What follows belongs to an exercise in optimizing a design on an open flow for small area, a short achievable clock period and few clock cycles per item; a production flow would make more cautious choices. The RTL was checked by simulation tests, not by an equivalence proof against the original design.

[run.sh]
#!/bin/bash
# synth_recipe.tcl (not shown) runs the flow's synth.tcl, then flattens the netlist and writes it again
# the make line also repeats each setting of config.mk as NAME=value (left out here)
make -C /OpenROAD-flow-scripts/flow DESIGN_CONFIG=/design/flow/config.mk WORK_HOME=/design/flow/orfs CLKGATE_MAP_FILE= SYNTH_SCRIPT=/design/flow/synth_recipe.tcl finish
[constraint.sdc]
create_clock -name core_clock -period 16.0 [get_ports {clk}]
set_input_delay 3.2000 -clock core_clock [delete_from_list [all_inputs] [get_ports {clk}]]
set_output_delay 3.2000 -clock core_clock [all_outputs]
set_load 0.01 [all_outputs]
[design.v]
module pfe_bld_color (
    input  wire [4:0]  op,
    input  wire [7:0]  s,
    input  wire [7:0]  d,
    input  wire [7:0]  sa,
    input  wire [7:0]  da,
    input  wire [23:0] quo,       
    output reg  [23:0] div_num,   
    output reg  [7:0]  div_den,
    output wire [7:0]  res
);
    localparam integer W = 22;
    function signed [W-1:0] div255(input signed [W-1:0] x);
        div255 = (x + (x >>> 8) + 22'sd128) >>> 8;
    endfunction
    function signed [W-1:0] smin(input signed [W-1:0] a, input signed [W-1:0] b);
        smin = (a < b) ? a : b;
    endfunction
    wire [15:0] p_sd    = s * d;
    wire [15:0] p_s_ida = s * (8'd255 - da);
    wire [15:0] p_d_isa = d * (8'd255 - sa);
    wire [15:0] p_sada  = sa * da;
    wire [15:0] p_sda   = s * da;
    wire [15:0] p_dsa   = d * sa;
    wire [15:0] p_sasa  = sa * sa;
    wire signed [8:0]  dif_d = $signed({1'b0, da}) - $signed({1'b0, d});
    wire signed [8:0]  dif_s = $signed({1'b0, sa}) - $signed({1'b0, s});
    wire signed [17:0] p_dif = dif_d * dif_s;
    wire signed [W-1:0] S     = $signed({{(W-8){1'b0}}, s});
    wire signed [W-1:0] D     = $signed({{(W-8){1'b0}}, d});
    wire signed [W-1:0] SD    = $signed({{(W-16){1'b0}}, p_sd});
    wire signed [W-1:0] SIDA  = $signed({{(W-16){1'b0}}, p_s_ida});
    wire signed [W-1:0] DISA  = $signed({{(W-16){1'b0}}, p_d_isa});
    wire signed [W-1:0] SADA  = $signed({{(W-16){1'b0}}, p_sada});
    wire signed [W-1:0] SDA   = $signed({{(W-16){1'b0}}, p_sda});
    wire signed [W-1:0] DSA   = $signed({{(W-16){1'b0}}, p_dsa});
    wire signed [W-1:0] DIF   = {{(W-18){p_dif[17]}}, p_dif};
    wire signed [W-1:0] U     = SIDA + DISA;
    wire signed [W-1:0] QMIN  = (quo > {8'd0, p_sada}) ? SADA : $signed({{(W-16){1'b0}}, quo[15:0]});
    wire signed [W-1:0] ovl_lo = div255(2 * SD + U);
    wire signed [W-1:0] ovl_hi = div255(SADA - 2 * DIF + U);
    always @* begin
        div_num = 24'd0;
        div_den = 8'd1;
        if (op == 5'd7 && d != 8'd0 && s < sa) begin           
            div_num = d * p_sasa;
            div_den = sa - s;
        end else if (op == 5'd8 && d < da && s != 8'd0) begin   
            div_num = (da - d) * p_sasa;
            div_den = s;
        end
    end
    reg signed [W-1:0] r;
    always @* begin
        case (op)
            5'd0:  r = S + div255(DISA);                                         
            5'd1:  r = div255(SD + U);                                           
            5'd2:  r = S + D - div255(SD);                                       
            5'd3:  r = ({1'b0, d, 1'b0} <= {2'b0, da}) ? ovl_lo : ovl_hi;        
            5'd4:  r = ({1'b0, s, 1'b0} <= {2'b0, sa}) ? ovl_lo : ovl_hi;        
            5'd5:  r = (SDA < DSA) ? S + div255(DISA) : D + div255(SIDA);        
            5'd6:  r = (SDA > DSA) ? S + div255(DISA) : D + div255(SIDA);        
            5'd7: begin                                                          
                if (d == 8'd0)      r = div255(SIDA);
                else if (s >= sa)   r = div255(SADA + U);
                else                r = div255(QMIN + U);
            end
            5'd8: begin                                                          
                if (d >= da)        r = div255(SADA + U);
                else if (s == 8'd0) r = div255(DISA);
                else                r = div255(SADA - QMIN + U);
            end
            5'd10: r = S + D - 2 * div255(smin(SDA, DSA));                       
            5'd11: r = S + D - 2 * div255(SD);                                   
            5'd16: r = S + div255(DISA);                                         
            5'd17: r = div255(SDA);                                              
            5'd18: r = div255(SIDA);                                             
            5'd19: r = div255(SDA) + div255(DISA);                               
            5'd20: r = div255(SIDA) + div255(DISA);                              
            default: r = 0;                                                      
        endcase
    end
    assign res = (r < 0) ? 8'd0 : (r > 255) ? 8'd255 : r[7:0];
endmodule
module pfe_bld_div (
    input  wire        clk,
    input  wire        load,      
    input  wire        step,
    input  wire [4:0]  cnt,       
    input  wire [23:0] num,
    input  wire [7:0]  den,
    output reg  [23:0] quo
);
    reg  [7:0] rem;
    wire [8:0] trial = {rem, num[5'd23 - cnt]};
    wire       ge    = trial >= {1'b0, den};
    always @(posedge clk) begin
        if (load) begin
            rem <= 8'd0;
        end else if (step) begin
            rem <= ge ? (trial - {1'b0, den}) : trial[7:0];
            quo <= {quo[22:0], ge};
        end
    end
endmodule
module pfe_bld (
    input  wire        clk,
    input  wire        rst,
    input  wire        in_valid,
    output wire        in_ready,
    input  wire [4:0]  in_op,
    input  wire [31:0] in_src,
    input  wire [31:0] in_dst,
    output reg         out_valid,
    input  wire        out_ready,
    output reg  [31:0] out_pix
);
    reg        s1_valid;
    reg [4:0]  s1_op;
    reg [31:0] s1_src;
    reg [31:0] s1_dst;
    reg [4:0]  div_cnt;
    wire is_div   = (s1_op == 5'd7) || (s1_op == 5'd8);
    wire div_done = (div_cnt == 5'd24);
    wire s1_done  = s1_valid && (!is_div || div_done);
    wire out_load = s1_done && (!out_valid || out_ready);
    wire in_fire  = in_valid && in_ready;
    wire div_step = s1_valid && is_div && !div_done;
    assign in_ready = !s1_valid || out_load;
    always @(posedge clk) begin
        if (rst) begin
            s1_valid <= 1'b0;
        end else if (in_fire) begin
            s1_valid <= 1'b1;
        end else if (out_load) begin
            s1_valid <= 1'b0;
        end
    end
    always @(posedge clk) begin
        if (in_fire) begin
            s1_op   <= in_op;
            s1_src  <= in_src;
            s1_dst  <= in_dst;
            div_cnt <= 5'd0;
        end else if (div_step) begin
            div_cnt <= div_cnt + 5'd1;
        end
    end
    wire [7:0] sa = s1_src[31:24];
    wire [7:0] da = s1_dst[31:24];
    wire [7:0] ch_res [0:2];
    genvar i;
    generate
        for (i = 0; i < 3; i = i + 1) begin : g_ch
            wire [23:0] num;
            wire [7:0]  den;
            wire [23:0] quo;
            pfe_bld_color u_color (
                .op(s1_op), .s(s1_src[8*i +: 8]), .d(s1_dst[8*i +: 8]),
                .sa(sa), .da(da), .quo(quo),
                .div_num(num), .div_den(den), .res(ch_res[i])
            );
            pfe_bld_div u_div (
                .clk(clk), .load(in_fire), .step(div_step), .cnt(div_cnt),
                .num(num), .den(den), .quo(quo)
            );
        end
    endgenerate
    wire [15:0] a_sada  = sa * da;
    wire [15:0] a_s_ida = sa * (8'd255 - da);
    wire [15:0] a_d_isa = da * (8'd255 - sa);
    function [9:0] div255u(input [16:0] x);
        div255u = (x + (x >> 8) + 17'd128) >> 8;
    endfunction
    reg [9:0] a;
    always @*
        case (s1_op)
            5'd0, 5'd1, 5'd2, 5'd3, 5'd4, 5'd5, 5'd6, 5'd7, 5'd8, 5'd10, 5'd11:
                   a = {2'b0, sa} + {2'b0, da} - div255u({1'b0, a_sada});      
            5'd16: a = {2'b0, sa} + div255u({1'b0, a_d_isa});                   
            5'd17: a = div255u({1'b0, a_sada});                                 
            5'd18: a = div255u({1'b0, a_s_ida});                                
            5'd19: a = {2'b0, da};                                              
            5'd20: a = div255u({1'b0, a_s_ida}) + div255u({1'b0, a_d_isa});     
            default: a = 10'd0;
        endcase
    wire [7:0] ra = (a > 10'd255) ? 8'd255 : a[7:0];
    always @(posedge clk) begin
        if (rst) begin
            out_valid <= 1'b0;
        end else if (out_load) begin
            out_valid <= 1'b1;
        end else if (out_ready) begin
            out_valid <= 1'b0;
        end
    end
    always @(posedge clk)
        if (out_load)
            out_pix <= {ra, ch_res[2], ch_res[1], ch_res[0]};
endmodule
[config.mk]
export PLATFORM = sky130hd
export DESIGN_NAME = pfe_bld
export DESIGN_NICKNAME = pfe_bld
export VERILOG_FILES = /design/flow/design.v
export SDC_FILE = /design/flow/constraint.sdc
export NUM_CORES = 4
export LEC_CHECK = 0
export CAP_MARGIN = 20
export CORE_MARGIN = 2
export CORE_UTILIZATION = 40
export SLEW_MARGIN = 20
==> results.txt <==
==> path summary, 6_finish.rpt <==
check / cells past startpoint / slack [ns] / endpoint / start
hold / removal: 0 / 0.45 / g_ch[0].u_div.quo[19] / g_ch[0].u_div.quo[18]
setup reg to reg: 52 / 1.01 / g_ch[0].u_div.rem[0] / s1_src[25]
setup / recovery: 52 / 1.01 / g_ch[0].u_div.rem[0] / s1_src[25]
hold reg to reg: 0 / 0.45 / g_ch[0].u_div.quo[19] / g_ch[0].u_div.quo[18]
==> cell families (layout without fill, tap and decap cells) <==
logic type,count (synthesis),count (layout)
AO/OA/AOI/OAI,2926,2926
multiplexers,129,129
XOR/XNOR,1117,1118
AND/OR/NAND/NOR,4635,4635
adder cells (fa/ha/maj),4249,4249
flip-flops,204,204
buffers and inverters,3077,3105
other,0,7
==> area by class of cell <==
cell class              count  area share
inverters                2566      0.0669
multi-input cells       13100       0.819
well taps                4515      0.0392
clock buffers              43     0.00643
flip-flops and latches    204      0.0404
diodes                      7    0.000122
clock inverters            20     0.00164
repair buffers            476      0.0268
==> registers in the layout, indices dropped and copies added, names as in the netlist <==
name            cells
s1_dst             32
s1_valid            1
out_pix            32
div_cnt             5
g_ch.u_div.rem     24
g_ch.u_div.quo     72
s1_op               5
s1_src             32
out_valid           1
==> layer usage <==
layer / vias to the layer above / track usage / share of wire
met4: 14 / 0.145 / 0.061
li1: 54400 / - / -
met1: 58100 / 0.373 / 0.41
met3: 1060 / 0.0436 / 0.082
met5: - / 0 / 0.00019
met2: 4434 / 0.465 / 0.45
==> cells in the mapped netlist, types with 186 or more instances <==
master	count	area [sq um]
xor2_1	335	2930
a21oi_1	799	4000
inv_1	2530	9500
clkbuf_1	437	1640
nor2b_1	186	1160
a21o_1	389	2920
ha_1	2543	31800
nand2_1	1581	5930
nor3_1	222	1110
xnor2_1	777	6810
fa_1	1696	34000
o21ai_0	511	2560
nor2_1	1645	6170
nand2b_1	192	1200
==> critical path: cells and delay by family (launching register included) <==
| family | cells | cell delay (ns) |
|---|---|---|
| XOR/XNOR | 2 | 0.49 |
| buffers and inverters | 8 | 1.82 |
| AO/OA/AOI/OAI | 23 | 5.46 |
| AND/OR/NAND/NOR | 6 | 1.31 |
| flip-flops | 1 | 0.50 |
| adder cells (fa/ha/maj) | 13 | 5.28 |
==> placed cells by master, fill, tap and decap left out, types with 34 or more instances in the layout <==
master           instances
o2111ai_1               37
o21ai_0                509
and3_1                  88
nand3_1                159
a211o_1                 36
fa_1                  1695
and2_1                 170
a22oi_1                 37
a211oi_1               111
a221oi_1                54
o211ai_1                77
nor4_1                  43
xnor2_1                753
nand2b_1               192
o21a_1                 136
a31oi_1                 86
a21o_1                 389
nor2_1                1632
nand2_1               1579
or2_2                   56
mux2i_1                 75
edfxtp_1               173
o22ai_1                 34
inv_1                 2522
o31ai_1                 52
a21oi_1                796
o21bai_1               166
a21boi_0                46
ha_1                  2543
xor2_1                 325
nor2b_1                185
clkdlybuf4s50_1        106
or3_1                   56
nand4_1                 93
buf_4                  368
nor3_1                 221
clkbuf_16               35
==> per-stage QoR <==
stage	instance area (sq um)	cells	setup slack [ns]
3_3_place_gp	143000	20800	1.25
6_report	144000	20900	1.01
3_5_place_dp	143000	20800	1.04
5_1_grt	144000	20900	0.00451
4_1_cts	144000	20900	0.921
2_1_floorplan	135000	16300	1.44
==> summary.md <==
| Metric | Value |
|---|---|
| Status | complete, no violations |
| Post-Synthesis Cells | 16300 |
| Hold WC Path Type | flop to flop |
| Syn Nets | 20600 |
| Fill cell count | 34000 |
| RSZ-0062 raised after global routing | no |
| DRC violation count after routing | 0 |
| Routed Antenna Nets | 0 |
| Final setup violation count | 0 |
| Seq. cell area | 5820 sq um |
| Average cell area after synthesis | 8.25 sq um |
| Mux share of post-synthesis cell area | 0.0118 |
| Vias in the first global route | 117000 |
| H-tree depth | 2 |
| Routed via count | 118000 |
| Setup TNS | 0 ns |
| Final hold violations | 0 |
| Die ar. | 342000 sq um |
| Register area share after synthesis | 0.0431 |
| Final nets | 20700 |
| Max Clock Freq | 66.7 MHz |
| Worst-path clk slew | 0.09 ns |
| EDFF count, synth | 173 |
| Longest Clk Path Bufs | 3 |
| Final hold slack | 0.447 ns |
| CTS buffer count | 35 |
| Initial antenna violation count | 34 |
| Worst Tran Pin Value | 1.40 ns |
| Synth Flop Type | edfxtp_1 |
| Setup bufs post-CTS | 0 |
| Yosys warnings | 3 |
| Clock Skew | 0.0816 ns |
| Synth Area in Compound Gates | 0.144 |
| CP Class | flop to flop |
| Tmin final | 14.99 ns |
| Slew Viols, Final | 0 |
| Xor and xnor area share after synthesis | 0.0730 |
| CP max stage delay | 0.75 ns |
| Die span in y | 585 microns |
| Max FO, Critical Path | 30 |
| Synth async-reset ratio | 0 |
| Final core occ | 0.429 |
| GRT overflow | 0 |
| Wire per inst | 23.7 microns |
| I/O Pins | 107 |
| Share of layout cells above drive strength 1 | 0.0433 |
| First-pass GRT wire length | 736 mm |
| Simple-gate share of the synthesized area | 0.154 |
| Sink Count | 204 |
| Slowest cell on the critical path | nor2b_1 |
| Worst skew pair latency | 0.75 ns |
| Main combinational cell family by area after synthesis | adder cells |
| DR iter-0 viols | 9173 |
| #FFs+latches synth | 204 |
| Root Buffer | clkbuf_16 |
| Post-DP HPWL | 403 mm |
| Total GRT Usage | 0.288 |
| Element type at the critical path start | flop |
| IO Port Bufs | 106 |
| Most common cell on crit path | fa_1 |
| Mapped Area | 135000 sq um |
| Area of the multi-input gates | 118000 sq um |
| CTS tree | yes |
| Largest net degree at the start of global routing | 67 |
| Die X | 585 microns |
| Starting density of the core | 0.401 |
| WP data required | 16.66 ns |
| Final wirelength | 495 mm |
| Area Overhead vs Synth | 6.87% |
| Max cap viols | 0 |
| Core area | 336000 sq um |
| Cts hold-fix bufs | 0 |
| Distinct cell type count after synthesis | 118 |
| Cell row count | 213 |
| Synth Area in Adders | 0.489 |
| Pre-antenna DRT Iters | 8 |
| Critical path capture point type | flop |
| Relative slew slack | 0.0588 |
| CP arrival | 15.65 ns |
| Gpl congestion | 1.02 |
| Final Cycle Share | 0.937 |
| Vias per cell | 5.65 |
| Post-CTS Resized | 0 |
Testbench counts, summed over its fixed seeds: cycles 62,288, items 16,384.

-- afterwards: timing with drivers on the ports --
How much do the figures lean on ideal ports? The routed layout below was timed once more, with nothing changed but the port constraints.
Step 1: set_driving_cell puts a clkbuf_16 on clk and a buf_2 on each other input, an assumption about the parent block.
Step 2 also shifts input and output timing later by t, the mid clock arrival at the registers, as if the neighbouring blocks saw the same clock.
a / b / c = ideal / step 1 / step 2; a / b = the first two.
t, ns: 0.799
slack for setup (ns): 1.008 / 1.008 / 1.008
hold slack, ns: 0.447 / 0.447 / 0.447
worst slew at a driven data input, ns: 0.09
After both steps setup and hold are still met in this run. The setup slack of this run moves by 0.000 ns with the drivers and by 0.000 ns with both steps.
